Background: an optimization exercise with open tools, aiming at small area, a short achievable clock period and few clock cycles. Do not read the settings as production practice.
No functional check of the RTL was part of any run shown here.

`design/flow/flow/run.sh`:
```
#!/bin/bash
# Standard ORFS layout, with repair_timing aiming for extra setup slack.
set -euo pipefail
MARGIN=$(cat flow/margin.txt)
bash standard.sh SETUP_SLACK_MARGIN=$MARGIN finish > make_finish.log 2>&1
```
`design/flow/flow/margin.txt`:
```
10
```
`design/flow/standard.sh`:
```
#!/bin/bash
# synth_recipe.tcl (not shown) runs the flow's synth.tcl, then flattens the netlist and writes it again
# the make line also repeats each setting of config.mk as NAME=value (left out here)
make -C /OpenROAD-flow-scripts/flow DESIGN_CONFIG=/design/flow/config.mk WORK_HOME=/design/flow/orfs CLKGATE_MAP_FILE= SYNTH_SCRIPT=/design/flow/synth_recipe.tcl "${@:-finish}"
```
`design/flow/config.mk`:
```
export PLATFORM = sky130hd
export DESIGN_NAME = montpow32
export DESIGN_NICKNAME = montpow32
export VERILOG_FILES = /design/flow/design.v
export SDC_FILE = /design/flow/constraint.sdc
export NUM_CORES = 4
export LEC_CHECK = 0
export CAP_MARGIN = 20
export CORE_MARGIN = 2
export CORE_UTILIZATION = 40
export SLEW_MARGIN = 20
```
`design/flow/constraint.sdc`:
```
create_clock -name core_clock -period 15.0 [get_ports {clk}]
set_input_delay 3.0000 -clock core_clock [delete_from_list [all_inputs] [get_ports {clk}]]
set_output_delay 3.0000 -clock core_clock [all_outputs]
set_load 0.01 [all_outputs]
```
`design/flow/design.v`:
```
module montpow32 (
    input  wire        clk,
    input  wire        rst,       
    input  wire        start,     
    input  wire [1:0]  variant,
    input  wire [31:0] n,
    input  wire [31:0] ninv,
    input  wire [31:0] rmodn,
    input  wire [31:0] base,
    input  wire [31:0] exp,
    output wire        ready,
    output reg         done,
    output wire [31:0] result
);
    localparam integer K  = 4;
    localparam integer NC = 32 / K;
    localparam integer CW = (NC > 16) ? 5 : (NC > 8) ? 4 : (NC > 4) ? 3 : (NC > 2) ? 2 : 1;
    localparam [2:0] S_IDLE = 3'd0,
                     S_PREP = 3'd1,    
                     S_MUL  = 3'd2,    
                     S_SQ   = 3'd3,    
                     S_FIN  = 3'd4;    
    reg [2:0]    state;
    reg [CW-1:0] cnt;
    reg          ready_q;
    reg          pendm;     
    reg          fin_mul;   
    reg          first;     
    reg          qany;      
    reg [1:0]  var_q;
    reg [31:0] n_q;
    reg [31:0] res_q;
    reg [31:0] base_q;
    reg [32:0] yn_q;        
    reg [31:0] k_q;
    reg [31:0] s_q;
    reg [32:0] c_q;
    reg           init;      
    reg  [K-1:0]  xd;        
    wire [31:0]   xw   = (state == S_SQ) ? base_q : res_q;
    wire [CW-1:0] cnt1 = cnt + 1'b1;
    wire [K-1:0]  xd_cont = xw[cnt1*K +: K];    
    wire [32:0] y33 = {1'b0, base_q};
    wire [32:0] n33 = {1'b0, n_q};
    wire [32:0] ss [0:K];
    wire [32:0] cc [0:K];
    wire [K:0]  qq;
    assign ss[0] = init ? 33'd0 : {1'b0, s_q};
    assign cc[0] = init ? 33'd0 : c_q;
    assign qq[0] = ss[0][0] ^ cc[0][0] ^ (xd[0] & base_q[0]);
    genvar gi;
    generate
        for (gi = 0; gi < K; gi = gi + 1) begin : g_step
            wire        x = xd[gi];
            wire        q = qq[gi];
            wire [32:0] d = x ? (q ? yn_q : y33) : (q ? n33 : 33'd0);
            wire [32:0] s = ss[gi] ^ cc[gi] ^ d;
            wire [32:0] m = (ss[gi] & cc[gi]) | (ss[gi] & d) | (cc[gi] & d);
            assign ss[gi+1] = {1'b0, s[32:1]};
            assign cc[gi+1] = m;
            if (gi + 1 < K) begin : g_q
                wire p = ss[gi][1] ^ cc[gi][1] ^ (x & base_q[1]) ^ (ss[gi][0] | cc[gi][0])
                         ^ (xd[gi+1] & base_q[0]);
                assign qq[gi+1] = p ^ (q & (n_q[1] ^ (x & base_q[0])));
            end else begin : g_qlast
                assign qq[gi+1] = 1'b0;
            end
        end
    endgenerate
    wire        prep = (state == S_PREP);
    wire [33:0] fs = prep ? {2'b00, base_q} : {2'b00, s_q};
    wire [33:0] fc = prep ? 34'd0 : {1'b0, c_q};
    wire        qz = ~qany & ~prep & var_q[1];    
    wire [33:0] nn = {2'b00, n_q};
    wire [33:0] o0 = ~nn;
    wire [33:0] o1 = qz ? nn : 34'd0;
    wire [33:0] o2 = qz ? {nn[32:0], 1'b0} : nn;
    wire [33:0] a0 = fs ^ fc ^ o0;
    wire [33:0] b0 = {((fs & fc) | (fs & o0) | (fc & o0)), 1'b1};
    wire [33:0] a1 = fs ^ fc ^ o1;
    wire [33:0] b1 = {((fs & fc) | (fs & o1) | (fc & o1)), 1'b0};
    wire [33:0] a2 = fs ^ fc ^ o2;
    wire [33:0] b2 = {((fs & fc) | (fs & o2) | (fc & o2)), 1'b0};
    wire [33:0] x0 = a0 + b0;
    wire [33:0] x1 = a1 + b1;
    wire [33:0] x2 = a2 + b2;
    wire        ge      = ~var_q[1] & ~x0[33];
    wire [31:0] fin_res = ge ? x0[31:0] : x1[31:0];
    wire [32:0] fin_yn  = ge ? x1[32:0] : x2[32:0];
    assign ready  = ready_q;
    assign result = res_q;
    always @(posedge clk) begin
        s_q  <= ss[K][31:0];
        c_q  <= cc[K];
        qany <= (init ? 1'b0 : qany) | (|qq[K-1:0]);
        init <= 1'b0;
        xd   <= xd_cont;
        if (rst) begin
            state   <= S_IDLE;
            ready_q <= 1'b1;
            done    <= 1'b0;
            pendm   <= 1'b0;
            cnt     <= {CW{1'b0}};
        end else begin
            done <= 1'b0;
            case (state)
                S_IDLE: begin
                    var_q  <= variant;
                    n_q    <= n;
                    base_q <= base;
                    res_q  <= rmodn;
                    k_q    <= exp;
                    first  <= 1'b1;
                    pendm  <= 1'b0;
                    cnt    <= {CW{1'b0}};
                    if (start) begin
                        ready_q <= 1'b0;
                        state   <= S_PREP;
                    end
                end
                S_PREP: begin
                    yn_q <= fin_yn;
                    init <= 1'b1;
                    if (k_q == 32'd0) begin
                        done    <= 1'b1;
                        ready_q <= 1'b1;
                        state   <= S_IDLE;
                    end else if (k_q[0] & var_q[1]) begin
                        state <= S_MUL;
                        xd    <= res_q[K-1:0];
                    end else begin
                        if (k_q[0]) begin
                            res_q <= base_q;
                            first <= 1'b0;
                        end
                        if (k_q[31:1] != 31'd0) begin
                            state <= S_SQ;
                            xd    <= base_q[K-1:0];
                        end else begin
                            done    <= 1'b1;
                            ready_q <= 1'b1;
                            state   <= S_IDLE;
                        end
                    end
                end
                S_MUL: begin
                    cnt <= cnt + 1'b1;
                    if (cnt == NC - 1) begin
                        cnt   <= {CW{1'b0}};
                        first <= 1'b0;
                        if (k_q[31:1] != 31'd0) begin
                            state <= S_SQ;
                            pendm <= 1'b1;
                            init  <= 1'b1;
                            xd    <= base_q[K-1:0];
                        end else begin
                            state   <= S_FIN;
                            fin_mul <= 1'b1;
                        end
                    end
                end
                S_SQ: begin
                    if (pendm)
                        res_q <= fin_res;
                    pendm <= 1'b0;
                    cnt <= cnt + 1'b1;
                    if (cnt == NC - 1) begin
                        cnt     <= {CW{1'b0}};
                        state   <= S_FIN;
                        fin_mul <= 1'b0;
                    end
                end
                default: begin    
                    if (fin_mul) begin
                        res_q   <= fin_res;
                        done    <= 1'b1;
                        ready_q <= 1'b1;
                        state   <= S_IDLE;
                    end else begin
                        base_q <= fin_res;
                        yn_q   <= fin_yn;
                        k_q    <= {1'b0, k_q[31:1]};
                        if (k_q[1] & ~(first & ~var_q[1])) begin
                            state <= S_MUL;
                            init  <= 1'b1;
                            xd    <= res_q[K-1:0];
                        end else begin
                            if (k_q[1]) begin
                                res_q <= fin_res;
                                first <= 1'b0;
                            end
                            if (k_q[31:2] != 30'd0) begin
                                state <= S_SQ;
                                init  <= 1'b1;
                                xd    <= fin_res[K-1:0];
                            end else begin
                                done    <= 1'b1;
                                ready_q <= 1'b1;
                                state   <= S_IDLE;
                            end
                        end
                    end
                end
            endcase
        end
    end
endmodule
```
==> results of run 1 <==
==> worst max-delay path: stages (launching register included) <==
cell,delay (ns)
dfxtp_4,0.35
buf_12,0.13
clkinv_8,0.05
nand2_4,0.05
ha_4,0.35
xor2_4,0.29
buf_12,0.16
mux2_4,0.30
nand2_2,0.07
o21ai_2,0.07
fa_1,0.51
inv_2,0.05
fa_1,0.54
inv_2,0.06
ha_4,0.27
xor3_2,0.32
o21ai_4,0.11
a2111o_1,0.15
o21ai_1,0.10
nor3_4,0.34
xor2_4,0.19
buf_12,0.19
buf_16,0.18
mux2_4,0.32
a22o_1,0.21
fa_2,0.52
==> cell families after synthesis <==
family                     count (synthesis)  synth area share [%]
DFF                                      244                  26.4
muxes                                    152                  7.57
buffers and inverters                    464                  7.16
AOI/OAI and AO/OA                        641                  16.5
adders and majority gates                328                  23.0
and+or+nand+nor                          862                  15.6
xor gates and xnor gates                  99                  3.74
==> Yosys cell counts, drive strengths merged, types with 28 or more instances <==
library cell    n
nor2          164
buf            32
mux2           83
a211oi         38
nand2         429
a21o           47
a22o           44
mux2i          49
clkbuf        101
a31oi          37
fa            215
xor2           33
xnor2          64
inv           329
nand3          28
edfxtp        164
o21ai         118
dfxtp          80
nor2b         107
a21oi         219
ha            106
==> worst min path at each step <==
stage / startpoint / end / cells after the start
6_report: pendm / pendm / 2
5_1_grt: pendm / pendm / 2
4_1_cts: pendm / pendm / 2
3_5_place_dp: pendm / pendm / 2
3_3_place_gp: pendm / pendm / 2
2_1_floorplan: pendm / pendm / 2
==> metal layers <==
metal	share of wire [%]	GRT usage, %	up-vias
li1	-	-	10100
met1	41	39.9	11500
met2	45	48.6	1211
met3	8.5	5.38	301
met4	6.0	14.3	4
met5	0.030	0	-
==> metrics by stage <==
| step | worst slack, ns | cells | util, % |
|---|---|---|---|
| 6_report | 9.01 | 3875 | 52.8 |
| 5_1_grt | 8.91 | 3875 | 52.8 |
| 4_1_cts | 8.96 | 3817 | 50.6 |
| 3_5_place_dp | 7.03 | 3649 | 44.7 |
| 3_3_place_gp | 7.11 | 3649 | 44.7 |
| 2_1_floorplan | 9.44 | 2790 | - |
==> layout make-up <==
| class | count | area [sq um] | area share, % |
|---|---|---|---|
| clock buffers | 39 | 933 | 2.88 |
| clock inverters | 27 | 468 | 1.44 |
| inverters | 331 | 1250 | 3.87 |
| multi-input cells | 2084 | 18300 | 56.3 |
| flip-flops and latches | 244 | 6540 | 20.2 |
| well taps | 790 | 988 | 3.05 |
| repair buffers | 360 | 3980 | 12.3 |
==> repair_timing <==
| action | in CTS | in global routing |
|---|---|---|
| hold buffers | 0 | 0 |
| resized for setup | 206 | 204 |
| setup endpoints to repair | 206 | 151 |
| gates cloned | 19 | 5 |
| pin swaps | 56 | 98 |
| buffers inserted | 83 | 53 |
==> registers in the layout, summed over array words and instances (netlist names), 3 cells and up <==
register and count:
yn_q 33, c_q 33, xd 4, state 3, base_q 32, n_q 32, res_q 32, s_q 32
k_q 32, cnt 3
==> metrics.md, run 1 <==
| Metric | Value |
|---|---|
| Syn Inst Count | between 2000 and 3000 |
| Run status | finished clean |
| Cells on worst reg2reg path | 25 |
| Final hold viol count | 0 |
| Num CTS Buffers | 36 |
| Critical Path Source | init |
| IO buf count | around 170 |
| Crit path to | s_q[4] |
| Register bit total from synthesis | around 240 |
| Sequential area share after synthesis | 26.4% |
| Most common cell after layout, fill and taps aside | nand2_1 |
| Initial core utilization | 40.3% |
| Critical path type | flop to flop |
| R2R Setup Slk | around 9.0 ns |
| CP Max Fanout | 8 |
| WL final | 100 mm |
| Routability Congestion | 0.984 |
| Fin Setup TNS | 0 ns |
| Pre-Repair DR Iteration Count | 5 |
| Wire per inst | approximately 26 microns |
| Crit share post-route | about two fifths |
| Diode count | 0 |
| Final ANT Viol Nets | 0 |
| Synth cell types | between 80 and 90 |
| Share of cells above drive strength 1 | between 20% and 30% |
| Mapped Nets | 3276 |
| Max-slew headroom | 30.6% |
| Reg-to-reg endpoint | s_q[4] |
| Area growth from synthesis to layout | 31.0% |
| Clk sink count | 244 |
| Prevailing post-synth register cell | edfxtp_1 |
| Vias in the first global route | around 23000 |
| Fin nets | ~3500 |
| # setup viols final | 0 |
| Clk buf depth | 3 |
| CTS tree | yes |
| Routed vias/inst | just under 6 |
| Layout fillers | approximately 5500 |
| Final slew viol count | 0 |
| Post-synth ARST share | 0% |
| Avg Cell Area, Syn | 8.88 sq um |
| Detail Placement HPWL | 65.3 mm |
| Worst Hold Class | flop to flop |
| DRT iter0 DRCs | about 2200 |
| Number of I/O pins | approximately 200 |
| Antenna violations before repair | 2 |
| Synth top area cells | edfxtp_1, fa_1, nand2_1 |
| Die Ht | 253 microns |
| Worst path arrival time | between 6 and 7 ns |
| Design Area, Final | ~32000 sq um |
| Std-Cell Core Area | 61500 sq um |
| Placed cell areas | approximately 27000 sq um |
| DIE AREA | between 60000 and 70000 sq um |
| Worst Setup End Kind | flop |
| EDFF count, synth | about 160 |
| CP Launch Type | flop |
| Yosys warns | 1 |
| DIE WIDTH | about 250 microns |
| Largest net degree at the start of global routing | 54 |
| Worst-path clk slew | around 0.060 ns |
| Worst skew pair latency | ~0.57 ns |
| Skew final | 0.0248 ns |
| Drc violations | 0 |
| Min Hold Slack | between 0.4 and 0.5 ns |
| Commonest non-fill, non-tap cells in the layout | nand2_1, inv_1, a21oi_1, fa_1, clkdlybuf4s50_1 |
| First-pass GRT wire length | about 140 mm |
| Fmax | 167 MHz |
| Worst EP required | 15.50 ns |
| Root buffer cell | clkbuf_16 |
| Largest area contributor in the netlist | edfxtp_1 |
| Tmin final | between 5 and 6 ns |
| Worst R2R Start | init |
| H-tree depth | 2 |
| Syn Std Cell Area | 24800 sq um |
| Total Routing Usage GR | a little over 30% |
| Row cnt | 91 |
| Max_cap viols | 0 |
| Worst Tran Pin Value | between 1 and 1.5 ns |
| RSZ-0062 raised after global routing | yes |
| GRT overflow | 0 |
| Share of the synthesized area in the top cell type | 19.9% |
| Via Count | 23100 |
==> run 2, diff against run 1 <==
--- a/design/flow/design.v
+++ b/design/flow/design.v
@@ -37,6 +37,7 @@
     reg [32:0] c_q;
     reg           init;      
     reg  [K-1:0]  xd;        
+    reg           q0;        
     wire [31:0]   xw   = (state == S_SQ) ? base_q : res_q;
     wire [CW-1:0] cnt1 = cnt + 1'b1;
     wire [K-1:0]  xd_cont = xw[cnt1*K +: K];    
@@ -47,46 +48,38 @@
     wire [K:0]  qq;
     assign ss[0] = init ? 33'd0 : {1'b0, s_q};
     assign cc[0] = init ? 33'd0 : c_q;
-    assign qq[0] = ss[0][0] ^ cc[0][0] ^ (xd[0] & base_q[0]);
+    assign qq[0] = q0;
     genvar gi;
     generate
         for (gi = 0; gi < K; gi = gi + 1) begin : g_step
             wire        x = xd[gi];
             wire        q = qq[gi];
-            wire [32:0] d = x ? (q ? yn_q : y33) : (q ? n33 : 33'd0);
-            wire [32:0] s = ss[gi] ^ cc[gi] ^ d;
-            wire [32:0] m = (ss[gi] & cc[gi]) | (ss[gi] & d) | (cc[gi] & d);
+            wire [32:0] d1 = x ? yn_q : n33;
+            wire [32:0] d0 = x ? y33 : 33'd0;
+            wire [32:0] d  = q ? d1 : d0;
+            wire [32:0] s, m;
+            genvar gj;
+            for (gj = 0; gj < 33; gj = gj + 1) begin : g_fa
+                assign {m[gj], s[gj]} = {1'b0, ss[gi][gj]} + {1'b0, cc[gi][gj]} + {1'b0, d[gj]};
+            end
             assign ss[gi+1] = {1'b0, s[32:1]};
             assign cc[gi+1] = m;
-            if (gi + 1 < K) begin : g_q
-                wire p = ss[gi][1] ^ cc[gi][1] ^ (x & base_q[1]) ^ (ss[gi][0] | cc[gi][0])
-                         ^ (xd[gi+1] & base_q[0]);
-                assign qq[gi+1] = p ^ (q & (n_q[1] ^ (x & base_q[0])));
-            end else begin : g_qlast
-                assign qq[gi+1] = 1'b0;
-            end
+            wire p = ss[gi][1] ^ cc[gi][1] ^ (x & base_q[1]) ^ (ss[gi][0] | cc[gi][0])
+                     ^ ((gi + 1 < K) ? (xd[(gi+1) % K] & base_q[0]) : 1'b0);
+            assign qq[gi+1] = p ^ (q & (n_q[1] ^ (x & base_q[0])));
         end
     endgenerate
     wire        prep = (state == S_PREP);
-    wire [33:0] fs = prep ? {2'b00, base_q} : {2'b00, s_q};
-    wire [33:0] fc = prep ? 34'd0 : {1'b0, c_q};
+    wire [32:0] t  = prep ? {1'b0, base_q} : ({1'b0, s_q} + c_q);
     wire        qz = ~qany & ~prep & var_q[1];    
     wire [33:0] nn = {2'b00, n_q};
-    wire [33:0] o0 = ~nn;
-    wire [33:0] o1 = qz ? nn : 34'd0;
+    wire [33:0] o1 = var_q[1] ? (qz ? nn : 34'd0) : ~nn;
     wire [33:0] o2 = qz ? {nn[32:0], 1'b0} : nn;
-    wire [33:0] a0 = fs ^ fc ^ o0;
-    wire [33:0] b0 = {((fs & fc) | (fs & o0) | (fc & o0)), 1'b1};
-    wire [33:0] a1 = fs ^ fc ^ o1;
-    wire [33:0] b1 = {((fs & fc) | (fs & o1) | (fc & o1)), 1'b0};
-    wire [33:0] a2 = fs ^ fc ^ o2;
-    wire [33:0] b2 = {((fs & fc) | (fs & o2) | (fc & o2)), 1'b0};
-    wire [33:0] x0 = a0 + b0;
-    wire [33:0] x1 = a1 + b1;
-    wire [33:0] x2 = a2 + b2;
-    wire        ge      = ~var_q[1] & ~x0[33];
-    wire [31:0] fin_res = ge ? x0[31:0] : x1[31:0];
-    wire [32:0] fin_yn  = ge ? x1[32:0] : x2[32:0];
+    wire [33:0] u  = {1'b0, t} + o1 + {33'd0, ~var_q[1]};
+    wire [33:0] w  = {1'b0, t} + o2;
+    wire        ge      = ~var_q[1] & ~u[33];
+    wire [31:0] fin_res = (var_q[1] | ge) ? u[31:0] : t[31:0];
+    wire [32:0] fin_yn  = ge ? t : w[32:0];
     assign ready  = ready_q;
     assign result = res_q;
     always @(posedge clk) begin
@@ -95,6 +88,7 @@
         qany <= (init ? 1'b0 : qany) | (|qq[K-1:0]);
         init <= 1'b0;
         xd   <= xd_cont;
+        q0   <= qq[K] ^ (xd_cont[0] & base_q[0]);
         if (rst) begin
             state   <= S_IDLE;
             ready_q <= 1'b1;
@@ -128,6 +122,7 @@
                     end else if (k_q[0] & var_q[1]) begin
                         state <= S_MUL;
                         xd    <= res_q[K-1:0];
+                        q0    <= res_q[0] & base_q[0];
                     end else begin
                         if (k_q[0]) begin
                             res_q <= base_q;
@@ -136,6 +131,7 @@
                         if (k_q[31:1] != 31'd0) begin
                             state <= S_SQ;
                             xd    <= base_q[K-1:0];
+                            q0    <= base_q[0];
                         end else begin
                             done    <= 1'b1;
                             ready_q <= 1'b1;
@@ -153,6 +149,7 @@
                             pendm <= 1'b1;
                             init  <= 1'b1;
                             xd    <= base_q[K-1:0];
+                            q0    <= base_q[0];
                         end else begin
                             state   <= S_FIN;
                             fin_mul <= 1'b1;
@@ -184,6 +181,7 @@
                             state <= S_MUL;
                             init  <= 1'b1;
                             xd    <= res_q[K-1:0];
+                            q0    <= res_q[0] & fin_res[0];
                         end else begin
                             if (k_q[1]) begin
                                 res_q <= fin_res;
@@ -193,6 +191,7 @@
                                 state <= S_SQ;
                                 init  <= 1'b1;
                                 xd    <= fin_res[K-1:0];
+                                q0    <= fin_res[0];
                             end else begin
                                 done    <= 1'b1;
                                 ready_q <= 1'b1;
==> design/flow/flow/margin.txt (replaced) <==
11
--- a/design/flow/config.mk
+++ b/design/flow/config.mk
@@ -7,5 +7,6 @@
 export LEC_CHECK = 0
 export CAP_MARGIN = 20
 export CORE_MARGIN = 2
-export CORE_UTILIZATION = 40
+export CORE_UTILIZATION = 60
+export PLACE_DENSITY = 0.7
 export SLEW_MARGIN = 20
==> run 2 against run 1 <==
Critical path depth fell by 4. Clock skew rose by 0.0028 ns. Still clean on timing, DRC and antenna. Register-to-register slack improved by 0.67 ns. Hold slack improved by 0.050 ns. Die area is 37% lower. Via count rose by 0.65%. Non-clock buffer count up 17.
==> metrics.md, run 2 <==
| Metric | Value |
|---|---|
| Largest registers | c_q: 33 flops, yn_q: 33 flops |
| Worst Setup End Kind | flop |
| Sequential area share after synthesis | 28.4% (+2.1 points) |
| Largest net degree at the start of global routing | 69 (+28%) |
| Clk sink count | 245 (+0.41%) |
| Commonest non-fill, non-tap cells in the layout | nand2_1, a21oi_1, edfxtp_1, inv_1, nor2_1 |
| Crit path to | yn_q[32] |
| IO buf count | 165 (unchanged) |
| Yosys warns | 1 (unchanged) |
| Num CTS Buffers | 30 (-17%) |
| Share of cells above drive strength 1 | 28.9% (+7.8 points) |
| Most common cell after layout, fill and taps aside | nand2_1 |
| Final hold viol count | 0 (unchanged) |
| Critical Path Source | s_q[0] |
| Fmax | 188 MHz (+13%) |
| Cells on worst reg2reg path | 21 (-16%) |
| Syn Std Cell Area | 23000 sq um (-6.9%) |
| RSZ-0062 raised after global routing | yes |
| Area growth from synthesis to layout | 33.7% |
| Run status | finished clean |
| Post-synth ARST share | 0% (unchanged) |
| Wire per inst | 26.3 microns (+1.9%) |
| Max-slew headroom | 14.5% (-16 points) |
| Layout fillers | 2320 (-58%) |
| CTS tree | yes |
| Commonest cells in the netlist | nand2_1, a21oi_1, edfxtp_1 |
| Cts hold-fix bufs | 0 (unchanged) |
| Max_cap viols | 0 (unchanged) |
| Placed cell areas | 25600 sq um (-6.8%) |
| Fin nets | 3314 (-6.5%) |
| Number of I/O pins | 199 (unchanged) |
| Row cnt | 71 (-22%) |
| H-tree depth | 1 (-1) |
| Final slew viol count | 0 (unchanged) |
| R2R Setup Slk | 9.68 ns (+0.67 ns) |
| Clk buf depth | 3 (unchanged) |
| Std-Cell Core Area | 37800 sq um (-39%) |
| Final ANT Viol Nets | 0 (unchanged) |
| Mapped Nets | 3050 (-6.9%) |
| Area of the multi-input gates | 17900 sq um (-1.9%) |
| Via Count | 23200 (+0.65%) |
| CP Launch Type | flop |
| DIE WIDTH | 200 microns (-21%) |
| Register bit total from synthesis | 245 (+0.41%) |
| GRT overflow | 0 (unchanged) |
| Total Routing Usage GR | 42.8% (+12 points) |
| Synth cell types | 89 (+8.5%) |
| Worst path arrival time | 5.64 ns (-0.85 ns) |
| Worst Hold Class | flop to flop |
| Critical path type | flop to flop |
| Syn Inst Count | 2651 (-5.0%) |
| WL final | 90.8 mm (-9.2%) |
| Worst R2R Start | s_q[0] |
| Synth top area cells | edfxtp_1, fa_1, nand2_1 |
| Design Area, Final | 30800 sq um (-5.0%) |
| CP Max Fanout | 4 (-4) |
| Share of the synthesized area in the top cell type | 21.4% (+1.5 points) |
| Skew final | 0.0276 ns (+0.00279 ns) |
| # setup viols final | 0 (unchanged) |
| Worst Tran Pin Value | 1.28 ns (+0.240 ns) |
| Pre-Repair DR Iteration Count | 8 (+3) |
| Routability Congestion | 1.06 (+7.6%) |
| DIE AREA | 40000 sq um (-37%) |
| Detail Placement HPWL | 54.9 mm (-16%) |
| Tmin final | 5.32 ns (-0.669 ns) |
| Largest area contributor in the netlist | edfxtp_1 |
| Die Ht | 200 microns (-21%) |
| Final cell utilization of the core | 81.6% (+29 points) |
| Routed vias/inst | 6.73 (+13%) |
| Fin Setup TNS | 0 ns (unchanged) |
| Worst-path clk slew | 0.06 ns (about the same) |
| Prevailing post-synth register cell | edfxtp_1 |
| Reg-to-reg endpoint | yn_q[32] |
| EDFF count, synth | 164 (unchanged) |
| Antenna violations before repair | 2 (unchanged) |
| Vias in the first global route | 21900 (-4.7%) |
| Drc violations | 0 (unchanged) |
| Worst EP required | 15.32 ns (-0.18 ns) |
| First-pass GRT wire length | 129 mm (-11%) |
| Reg area | 6570 sq um (+0.34%) |
| Avg Cell Area, Syn | 8.69 sq um (-2.1%) |
| Root buffer cell | clkbuf_16 |
| Most numerous cell in the Yosys netlist | nand2_1 |
| Crit share post-route | 35.5% (-4.5 points) |
| Initial core utilization | 61.0% (+21 points) |
| DRT iter0 DRCs | 2827 (+30%) |
| Worst skew pair latency | 0.61 ns (+0.04 ns) |
[run 2: cell types whose count changed in the layout (fill, tap and decap cells not counted), moves of 18 or more]
cell	before	now
nor3b_1	1	35
nor2_1	156	136
mux2i_1	35	15
mux2_2	46	86
mux2_4	37	6
clkdlybuf4s50_1	165	131
buf_2	0	33
o21ai_4	5	23
inv_1	322	142
xnor2_1	56	35
nand2_4	6	33
a21oi_2	26	74
fa_1	180	93
[run 2: worst max-delay path, stage by stage (launching register included)]
cell and delay [ns]:
dfxtp_4 0.37, ha_4 0.17, fa_2 0.40, a211oi_4 0.35
o21ai_4 0.13, a32o_2 0.36, a2bb2oi_2 0.20, a21o_1 0.19
a21oi_2 0.09, xnor2_2 0.28, o21ai_4 0.13, buf_12 0.15
ha_4 0.28, nand4_1 0.23, buf_4 0.24, a2111oi_4 0.39
o311ai_4 0.22, a21boi_2 0.24, o2111a_2 0.25, o2111a_1 0.21
nor3_2 0.06, xnor2_1 0.14
[run 2: metrics by stage]
stage / setup WS, ns / cells / hold WS [ns]
final: 9.68 / 3452 / 0.546
after global routing: 9.56 / 3450 / 0.575
after CTS: 9.85 / 3396 / 0.534
after detailed placement: 7.66 / 3216 / 0.520
after global placement: 7.82 / 3216 / 0.489
after floorplan: 10.10 / 2651 / 0.472
[run 2: how the worst min path moves through the flow]
stage                  from  endpoint  slack (ns)  cells after the start
global route        k_q[10]    k_q[9]        0.57                      2
finish              k_q[10]    k_q[9]        0.55                      2
floorplan            cnt[2]    cnt[2]        0.47                      2
detailed placement   cnt[1]    cnt[1]        0.52                      2
global placement     cnt[2]    cnt[2]        0.49                      2
CTS                  cnt[1]    cnt[1]        0.53                      2
[run 2: logic make-up after synthesis]
family          Yosys count  synth area share (%)
buf+inv                 313                  5.27
compound gates          720                  19.6
flops                   245                  28.4
simple gates            905                  18.4
mux                     149                  8.18
xor+xnor                 85                  3.29
fa+ha+maj               234                  16.9
[run 2: cell type report]
class | instances | share of cell area, %
Inverter | 165 | 2.03
Sequential cell | 245 | 21.3
Tap cell | 511 | 2.07
Clock inverter | 21 | 0.739
Antenna cell | 2 | 0.0162
Timing Repair Buffer | 377 | 13.1
Clock buffer | 35 | 2.60
Multi-Input combinational cell | 2096 | 58.2
[run 2: metal layers]
layer	routed length (microns)	GRT usage (%)	share of wire, %
met2	40200	65.9	44
met5	26	0	0.029
met4	8060	31.6	8.9
met3	10900	9.04	12
met1	31600	53.4	35
[run 2: repair_timing]
item                       CTS  global route
hold endpoints to repair     0             0
buffers inserted           107            48
resized for setup          454           238
pin swaps                   83           110
cloned                      17             6
setup endpoints to repair  364           285

what the ideal ports hide:
How much do the figures lean on ideal ports? The routed layouts below were timed once more, with nothing changed but the port constraints.
Step 1 (the two cells are an assumption about what drives the block):
set clk [get_ports {clk}]
set_driving_cell -lib_cell sky130_fd_sc_hd__clkbuf_16 $clk
set_driving_cell -lib_cell sky130_fd_sc_hd__buf_2 [delete_from_list [all_inputs] $clk]
Step 2, shift: input delay + t, output delay - t, t = (earliest + latest rising clock arrival at the registers) / 2. This alone moves slack from input paths to output paths.
Three values: ideal, step 1, step 2; two values: the first two.
| run | t (ns) | setup slack, ns | slew at the worst register clock pin (ns) |
|---|---|---|---|
| run 1 | 0.619 | 9.010 / 9.010 / 9.010 | 0.06 / 0.06 |
| run 2 | 0.650 | 9.678 / 9.678 / 9.678 | 0.08 / 0.08 |
After both steps every run listed still meets setup and hold.
